What follows belongs to an exercise in optimizing a design on an open flow for small area; a production flow would make more cautious choices. The RTL was checked by simulation tests, not by an equivalence proof against the original design. Power figures rest on the tool's default switching activity, not on a simulated workload.

==> 05-09 <==
Design tw_master, start of the top module:
module tw_master (
    input  wire        clk,
    input  wire        rst,
    input  wire        cmd_valid,
    output wire        cmd_ready,
    input  wire [31:0] cmd,
    output reg         done,
    output wire [7:0]  status,
    output reg  [7:0]  result,
    output wire        faulted,
    output wire [7:0]  fault_reason,
    input  wire        tx_we,
    input  wire [3:0]  tx_addr,
    input  wire [7:0]  tx_data,
    output wire        ev_valid,
    input  wire        ev_ready,
    output wire [2:0]  ev_kind,
    output wire [1:0]  ev_pin,
    output wire [7:0]  ev_arg,
    input  wire        smp_level,
    output reg         tw_init,
    output reg         tw_in_tx,
    output reg  [1:0]  tw_speed,
    input  wire [3:0]  rx_idx,
    output wire [7:0]  rx_data,
    output reg  [3:0]  dev_count,
    input  wire [2:0]  dl_idx,
    output wire [6:0]  dl_addr
);
clock: 10.0 ns
lec_check: 0
abc_area: 1
cap_margin: 20
core_margin: 2
core_utilization: 60
slew_margin: 20
standard.sh (not shown) runs the stock make flow with config.mk's settings and CLKGATE_MAP_FILE= SYNTH_SCRIPT=/design/flow/synth_recipe.tcl, a recipe that flattens the netlist after the stock synthesis.
==> flow/flow/run.sh <==
#!/bin/bash
# Own layout flow: the standard ORFS flow, with two changes to how the
# layout is made:
#  - technology mapping in synthesis uses ABC's area-oriented mapper (amap)
#    instead of ORFS's default ABC script (flip-flop mapping is unchanged);
#  - port buffers use sky130_fd_sc_hd__buf_1.
# Each tool's full output goes to a log file in the work folder.
set -euo pipefail
W=$(pwd)
rm -rf "$W/scripts_local"
cp -r "$FLOW_HOME/scripts" "$W/scripts_local"
cp "$W/flow/abc_area.script" "$W/scripts_local/abc_area.script"
export SCRIPTS_DIR="$W/scripts_local"
export BUFFER_PORTS_ARGS="-buffer_cell sky130_fd_sc_hd__buf_1"
export CTS_ARGS="-sink_clustering_enable -repair_clock_nets -sink_clustering_size 30 -sink_clustering_max_diameter 60 -dont_use_dummy_load"
bash "$W/standard.sh" synth > "$W/synth.log" 2>&1
bash "$W/standard.sh" > "$W/layout.log" 2>&1
==> flow/flow/abc_area.script <==
strash
dc2
dch -f
amap -F 10 -A 30
topo
==> 03-01 (differences from 05-09) <==
--- a/flow/config.mk
+++ b/flow/config.mk
@@ -5,8 +5,8 @@
 export SDC_FILE = /design/flow/constraint.sdc
 export NUM_CORES = 4
 export LEC_CHECK = 0
 export ABC_AREA = 1
 export CAP_MARGIN = 20
 export CORE_MARGIN = 2
-export CORE_UTILIZATION = 60
+export CORE_UTILIZATION = 40
 export SLEW_MARGIN = 20
==> 11-10 (differences from 05-09) <==
--- a/flow/design.v
+++ b/flow/design.v
@@ -33,14 +33,14 @@
         B_LOW2 = 5'd25, B_W2 = 5'd26,
         X_SCL = 5'd27,    
         X_SDA = 5'd28,    
         L_BYTE = 5'd29;   
     reg  [4:0] ps;
     reg        sw;            
-    reg  [3:0] polls;
-    reg  [3:0] bitn;
+    reg  [3:0] polls;         
+    reg  [3:0] bitn;          
     assign idle = (ps == S_IDLE);
     wire fire = ev_valid & ev_ready;
     wire [7:0] s_delay = (speed == 2'd0) ? 8'd40 : (speed == 2'd1) ? 8'd20 :
                          (speed == 2'd2) ? 8'd10 : 8'd5;
     assign ev_arg = (ps == B_WL) ? {s_delay[6:0], 1'b0} : s_delay;
     reg evv;
@@ -71,63 +71,63 @@
         if (sw) begin
             ev_kind = EV_SMP;
             ev_pin  = scl_pin;
         end
     end
     assign ev_valid = evv | sw;
-    wire bit8   = (bitn == 4'd8);
+    wire bit8   = (bitn == 4'd5);               
     wire smpbit = rd ^ bit8;                     
     wire [4:0] ps1 = ps + 5'd1;
     always @(posedge clk) begin
         if (sw) begin
             if (fire) begin
                 if (smp_level) begin
                     sw <= 1'b0;
-                end else if (polls == 4'd11) begin
+                end else if (polls == 4'd15) begin       
                     sw  <= 1'b0;
                     err <= 1'b1;
                     ps  <= X_SCL;
                 end else begin
-                    polls <= polls + 4'd1;
+                    polls <= {polls[2:0], polls[3] ^ polls[2]};
                 end
             end
         end else if (fire) begin
             ps <= ps1;
             case (ps)
-                SR_RELSCL: begin ps <= ST_W1; sw <= 1'b1; polls <= 4'd0; end
+                SR_RELSCL: begin ps <= ST_W1; sw <= 1'b1; polls <= 4'd1; end
                 SI_SMP: begin
                     if (smp_level) begin
-                        sw <= 1'b1; polls <= 4'd0;
+                        sw <= 1'b1; polls <= 4'd1;
                     end else begin
                         ps <= X_SCL; err <= 1'b1; arb <= 1'b1;
                     end
                 end
                 ST_W3:     ps <= X_SDA;
-                SP_RELSCL, B_REL: begin sw <= 1'b1; polls <= 4'd0; end
+                SP_RELSCL, B_REL: begin sw <= 1'b1; polls <= 4'd1; end
                 B_WL: begin
                     if (!smpbit) begin
                         ps <= B_LOW2;
                         if (!bit8)
                             sh <= {sh[7:0], 1'b0};
                     end
                 end
                 B_SMP:     sh <= {sh[7:0], smp_level};
                 B_W2: begin
-                    bitn <= bitn + 4'd1;
+                    bitn <= {bitn[2:0], bitn[3] ^ bitn[2]};
                     if (bit8)
                         ps <= rd ? X_SDA : S_IDLE;
                     else
                         ps <= B_SDA;
                 end
                 SP_W3, X_SDA: ps <= S_IDLE;
                 default: ;
             endcase
         end
         if (ps == L_BYTE && ldok) begin
             ps   <= B_SDA;
-            bitn <= 4'd0;
+            bitn <= 4'd1;
             sh   <= ld;
         end
         if (go != 3'd0) begin
             err <= 1'b0;
             arb <= 1'b0;
             case (go)
@@ -226,16 +226,18 @@
                      C_SRW = 4'h8, C_SW = 4'h9, C_SR = 4'hA, C_SCAN = 4'hB, C_FREE = 4'hC;
     localparam [1:0] K_SRW = 2'd0, K_SW = 2'd1, K_SR = 2'd2, K_SCAN = 2'd3;
     localparam [3:0] ST_OK = 4'h0, ST_CONFLICT = 4'h1, ST_ARB = 4'h3, ST_LCS = 4'h4,
                      ST_NOACK = 4'h5, ST_OUTSIDE = 4'h9, ST_OOM = 4'hB;
     localparam [2:0] G_NONE = 3'd0, G_START = 3'd1, G_STOP = 3'd2, G_BYTE = 3'd3, G_FF = 3'd4;
     localparam [4:0]
-        P_IDLE = 5'd0, P_CFG = 5'd1, P_START = 5'd2, P_STOP = 5'd3, P_WB = 5'd4, P_RB = 5'd5,
-        P_CHK = 5'd6, P_WBS = 5'd8, P_RBS = 5'd9, P_FFNA = 5'd10,
-        P_SRW_S = 5'd11, P_SRW_A = 5'd12, P_SRW_P = 5'd13, P_REG = 5'd14, P_SCAN_P = 5'd15,
-        P_SCAN_E = 5'd16;
+        P_START = 5'b00000, P_SRW_S = 5'b00001,
+        P_IDLE  = 5'b00100, P_CHK   = 5'b00101, P_SCAN_E = 5'b00110,
+        P_STOP  = 5'b01000, P_SRW_P = 5'b01001, P_SCAN_P = 5'b01010,
+        P_WB    = 5'b10000, P_RB    = 5'b10001, P_WBS    = 5'b10010, P_RBS = 5'b10011,
+        P_SRW_A = 5'b10100, P_REG   = 5'b10101,
+        P_CFG   = 5'b11000, P_FFNA  = 5'b11001;
     reg  [3:0] rot;           
     reg        init;          
     reg  [4:0] ph;
     reg  [1:0] op;
     reg  [7:0] opa;
     reg  [7:0] opb;           
@@ -323,12 +325,15 @@
     wire last_i    = (opb1 == opa[4:0]);
     wire scan      = (op == K_SCAN);
     wire scan_last = (opa[6:0] == 7'h77);
     wire nack      = sh[0];
     wire accept    = cmd_valid & cmd_ready;
     wire at_end    = p_idle && (ph != P_IDLE);
+    wire start_ph  = (ph[4:2] == 3'b000);
+    wire stop_ph   = (ph[4:3] == 2'b01) || (ph == P_FFNA);
+    wire son       = (op != K_SRW) || opb[0];    
     assign rx_ins = at_end && (ph == P_RBS) && !p_err && rxslot;
     assign dl_ins = at_end && (ph == P_SCAN_P) && !p_err && !dev_count[3] && dlslot;
     always @(*) begin
         case (ph)
             P_WB:    ld = {opa, 1'b1};
             P_RB:    ld = {8'hFF, opa[0]};
@@ -384,13 +389,13 @@
                 P_SRW_S:
                     if (p_err) fin = 1'b1;
                     else begin nph = P_SRW_A; go = G_BYTE; end
                 P_SRW_A:
                     if (p_err) fin = 1'b1;
                     else if (nack) begin
-                        if (op != K_SRW || opb[0]) begin nph = P_SRW_P; go = G_STOP; end
+                        if (son) begin nph = P_SRW_P; go = G_STOP; end
                         else fin = 1'b1;
                     end else begin
                         case (op)
                             K_SW:    begin nph = P_REG; go = G_BYTE; end
                             K_SR:    if (opa[7]) fin = 1'b1;
                                      else begin nph = P_REG; go = G_BYTE; end
@@ -425,17 +430,18 @@
         if (rot == 4'd15)
             init <= 1'b0;
         done <= fin;
         ph   <= nph;
         if (ph == P_IDLE) begin
             if (accept) begin
-                op  <= c_o[1:0];
+                op  <= {c_o[1], c_o[0] & c_o[3]};    
                 opa <= (c_o == C_SCAN) ? 8'h08 : c_a;
                 opb <= c_b;
-                st  <= ST_OK;
                 fr  <= c_fault;
+                if (c_fault == 4'h0 && nph != P_CHK)
+                    st <= ST_OK;
                 if (c_fault == 4'h0) begin
                     case (c_o)
                         C_INIT: begin
                             if (tw_init && !(c_a[1:0] == scl_pin && c_b[1:0] == sda_pin))
                                 st <= ST_CONFLICT;
                             if (!tw_init) begin
@@ -450,68 +456,44 @@
                     endcase
                 end
             end
         end else if (ph == P_CHK) begin
             if (nph == P_IDLE)
                 fr <= 4'hA;
+            if (go == G_BYTE)
+                st <= ST_OK;
             if (txslot)
                 opb[3:0] <= last_i ? 4'd0 : opb1[3:0];
         end else if (at_end) begin
-            if (p_err && ph != P_SCAN_E)
+            tw_in_tx <= start_ph ? ~p_err : tw_in_tx & ~p_err & ~stop_ph;
+            if (p_err && ph != P_SRW_P && ph != P_SCAN_E)
                 st <= p_arb ? ST_ARB : ST_LCS;
-            if (go == G_BYTE && (ph == P_WBS || ph == P_RBS))
+            if (ph == P_FFNA || ph == P_SRW_P && !scan ||
+                ph == P_SRW_A && !p_err && nack && !son)
+                st <= ST_NOACK;
+            if (ph == P_SCAN_P && !p_err && dev_count[3])
+                st <= ST_OOM;
+            if (scan && p_err && ph != P_SRW_P && ph != P_SCAN_E ||
+                ph == P_SCAN_P && dev_count[3])
+                dev_count <= 4'd0;
+            else if (dl_ins)
+                dev_count <= opb1[3:0];          
+            if (go == G_BYTE && (ph == P_WBS || ph == P_RBS) || dl_ins)
                 opb[3:0] <= opb1[3:0];
-            case (ph)
-                P_CFG: begin
-                    tw_speed <= 2'd1;
-                    tw_init  <= 1'b1;
-                end
-                P_START, P_SRW_S: begin
-                    tw_in_tx <= !p_err;
-                    if (p_err && ph == P_SRW_S && scan) dev_count <= 4'd0;
-                end
-                P_WB, P_RB: begin
-                    if (p_err) tw_in_tx <= 1'b0;
-                    else result <= sh[7:0];
-                end
-                P_SRW_A: begin
-                    if (p_err) begin
-                        tw_in_tx <= 1'b0;
-                        if (scan) dev_count <= 4'd0;
-                    end else if (nack && !(op != K_SRW || opb[0]))
-                        st <= ST_NOACK;
-                end
-                P_SRW_P: begin
-                    tw_in_tx <= 1'b0;
-                    st <= scan ? ST_OK : ST_NOACK;
-                    if (nph == P_SRW_S) opa[6:0] <= opa[6:0] + 7'd1;
-                end
-                P_REG:
-                    if (p_err) tw_in_tx <= 1'b0;
-                    else if (!nack && op == K_SR) opa[7] <= 1'b1;
-                P_SCAN_P: begin
-                    tw_in_tx <= 1'b0;
-                    if (p_err || dev_count[3])
-                        dev_count <= 4'd0;
-                    else if (dlslot) begin
-                        dev_count <= opb1[3:0];      
-                        opb[3:0]  <= opb1[3:0];
-                        opa[6:0]  <= opa[6:0] + 7'd1;
-                    end
-                    if (!p_err && dev_count[3])
-                        st <= ST_OOM;
-                end
-                P_SCAN_E:
-                    result <= {4'd0, dev_count};
-                default: begin   
-                    if (ph != P_WBS && ph != P_RBS || p_err)
-                        tw_in_tx <= 1'b0;
-                    if (ph == P_FFNA)
-                        st <= ST_NOACK;
-                end
-            endcase
+            if (go == G_START && stop_ph)
+                opa[6:0] <= opa[6:0] + 7'd1;     
+            if (go == G_START && ph == P_REG)
+                opa[7] <= 1'b1;                  
+            if ((ph == P_WB || ph == P_RB) && !p_err)
+                result <= sh[7:0];
+            if (ph == P_SCAN_E)
+                result <= {4'd0, dev_count};
+            if (ph == P_CFG) begin
+                tw_speed <= 2'd1;
+                tw_init  <= 1'b1;
+            end
         end
         if (rst) begin
             rot       <= 4'd1;
             init      <= 1'b1;
             ph        <= P_IDLE;
             done      <= 1'b0;
==> flow/flow/run.sh (replaced) <==
#!/bin/bash
# Own layout flow: the standard ORFS flow, with two changes to how the
# layout is made:
#  - technology mapping in synthesis uses ABC's area-oriented mapper (amap)
#    instead of ORFS's default ABC script (flip-flop mapping is unchanged);
#  - port buffers use sky130_fd_sc_hd__buf_1;
#  - clock tree: small clusters of clkbuf_4 leaves, no dummy loads.
# Each tool's full output goes to a log file in the work folder.
set -euo pipefail
W=$(pwd)
rm -rf "$W/scripts_local"
cp -r "$FLOW_HOME/scripts" "$W/scripts_local"
cp "$W/flow/abc_area.script" "$W/scripts_local/abc_area.script"
export SCRIPTS_DIR="$W/scripts_local"
export BUFFER_PORTS_ARGS="-buffer_cell sky130_fd_sc_hd__buf_1"
export CTS_ARGS="-sink_clustering_enable -repair_clock_nets -sink_clustering_size 10 -sink_clustering_max_diameter 40 -dont_use_dummy_load -buf_list sky130_fd_sc_hd__clkbuf_4"
bash "$W/standard.sh" synth > "$W/synth.log" 2>&1
bash "$W/standard.sh" > "$W/layout.log" 2>&1
--- a/flow/config.mk
+++ b/flow/config.mk
@@ -5,8 +5,8 @@
 export SDC_FILE = /design/flow/constraint.sdc
 export NUM_CORES = 4
 export LEC_CHECK = 0
 export ABC_AREA = 1
 export CAP_MARGIN = 20
 export CORE_MARGIN = 2
-export CORE_UTILIZATION = 60
+export CORE_UTILIZATION = 40
 export SLEW_MARGIN = 20
==> run notes <==
item	11-10	03-01	05-09
Combinational power	374 uW	1.03 mW	1.03 mW
TritonCTS Buffers	54	27	26
Number of ordinary and repair buffers in the finished layout	124	123	121
Worst-case register-to-register setup slack	4.21 ns	4.40 ns	4.63 ns
Number of global-route vias before repair	12319	12279	12496
Post-Route M1 WL	21000 um	21400 um	19100 um
Part of the Yosys area used for sequential elements	56.9%	56.5%	56.5%
Worst skew pair latency	0.76 ns	0.57 ns	0.56 ns
Sequential portion of the cell area	51.8%	50.5%	51.3%
Clock power frac	26.4%	25.5%	24.9%
Number of buffers and inverters on the critical path	4	3	4
Clock slew at reported path FFs	0.10 ns	0.10 ns	0.09 ns
Post-Place Cells	2196	2227	2044
Outcome	finished clean	finished clean	finished clean
Fin crit share	70.4%	69.3%	69.9%
Area of all placed cells without fillers	16500 um2	16900 um2	16700 um2
Hold path startpoint	u_dl.lane[5][4]$_DFF_P_	u_tx.lane[9][8]$_DFF_P_	u_rx.lane[11][2]$_DFF_P_
Number of optimization iterations in the first detailed-route pass	6	6	8
Multi-input combinational area share	34.4%	34.3%	34.9%
Global-route wire length before repair	69500 um	70600 um	68500 um
Met1 GRT Util	32.6%	32.8%	46.5%
Layout cell share with drive strength beyond 1	3.83%	2.29%	2.24%
Largest driver fanout on the critical path	7	8	12
Post-synthesis area per instance	9.41 um2	9.51 um2	9.51 um2
Met2 routed wirelength	19700 um	20400 um	19800 um
N_taps	474	511	330
Cell area after synthesis	15000 um2	15200 um2	15200 um2

---

==> 04-08 <==
tw_master, a different RTL version from the one above (not shown whole).
Settings: LEC_CHECK=0, CAP_MARGIN=20, CORE_MARGIN=2, CORE_UTILIZATION=40, SLEW_MARGIN=20; clock period 10.0 ns.
run.sh (not shown) runs the stock make flow with config.mk's settings and CLKGATE_MAP_FILE= SYNTH_SCRIPT=/design/flow/synth_recipe.tcl, a recipe that flattens the netlist after the stock synthesis.
Stock flow here: none of the scripts above is used.
==> 04-17 (differences from 04-08) <==
ABC_AREA = 1   (was default)
CTS_BUF_LIST = sky130_fd_sc_hd__clkbuf_4   (was default)
==> comparison table <==
Area of the mapped netlist: 04-08 17,600 µm²; 04-17 17,500 µm²
Power per cell area: 04-08 171 nW/µm²; 04-17 204 nW/µm²
Least-Margin Pin Slew: 04-08 1.01 ns; 04-17 1.00 ns
Comb_multi_in: 04-08 1,218; 04-17 1,411
Total combinational power: 04-08 243 µW; 04-17 885 µW
Switching share of power: 04-08 23.8%; 04-17 33.3%
Layout clock area frac: 04-08 7.15%; 04-17 6.65%
Share of final-layout standard cells stronger than drive strength 1: 04-08 16.1%; 04-17 11.0%
Layout non-clock buf frac: 04-08 5.98%; 04-17 5.89%
DP Worst Slack: 04-08 2.02 ns; 04-17 2.13 ns
Reported net switching power: 04-08 845 µW; 04-17 1.39 mW
Routing usage on met3: 04-08 4.31%; 04-17 5.60%
Clock-pin slew on the worst setup and hold paths: 04-08 0.06 ns; 04-17 0.07 ns
Slowest library cell on the worst path: 04-08 sky130_fd_sc_hd__xnor2_1; 04-17 sky130_fd_sc_hd__nor3_1
Vias after detailed routing: 04-08 13,928; 04-17 15,573
Result of the run: 04-08 no timing/DRC/antenna violations; 04-17 no timing/DRC/antenna violations
HPWL reported at the end of detailed placement: 04-08 35,800 µm; 04-17 38,100 µm
Worst setup endpoint: 04-08 rx_data[1]; 04-17 dl_addr[3]
Number of violations reported at the end of detailed-routing iteration 0: 04-08 1,239; 04-17 1,327

==> port drivers added, routing unchanged <==
The results above use ideal ports. As a check the final layouts listed here were re-extracted and re-timed, cells and wires unchanged.
Step 1: set_driving_cell puts a clkbuf_16 on clk and a buf_2 on each other input, an assumption about the parent block.
Step 2 adds t to the input delays and takes it off the output delays; t is the mean of the earliest and latest rising clock arrival at the registers after step 1. Input paths then give back, and output paths get back, about the clock's delay inside the block.
a / b / c = no drivers / after step 1 / after step 2; a / b = the first two.
| run | t (ns) | slack for setup (ns) | latest minus earliest clock arrival (ns) | worst data-port slew with drivers (ns) | pins driven straight from the clock port |
|---|---|---|---|---|---|
| 05-09 | 0.573 | 3.008 / 2.983 / 2.983 | 0.072 / 0.072 | 0.03 | 1 |
| 03-01 | 0.599 | 3.073 / 3.051 / 3.051 | 0.060 / 0.060 | 0.06 | 1 |
| 11-10 | 0.744 | 2.956 / 2.929 / 2.929 | 0.138 / 0.138 | 0.04 | 1 |
| 04-08 | 0.611 | 2.139 / 2.114 / 2.114 | 0.028 / 0.028 | 0.04 | 1 |
| 04-17 | 0.865 | 2.119 / 2.094 / 2.094 | 0.063 / 0.063 | 0.04 | 1 |
After both steps every run listed still meets setup and hold. The setup slack of 11-10, which loses most, moves by -0.027 ns with the drivers and by -0.027 ns with both steps.
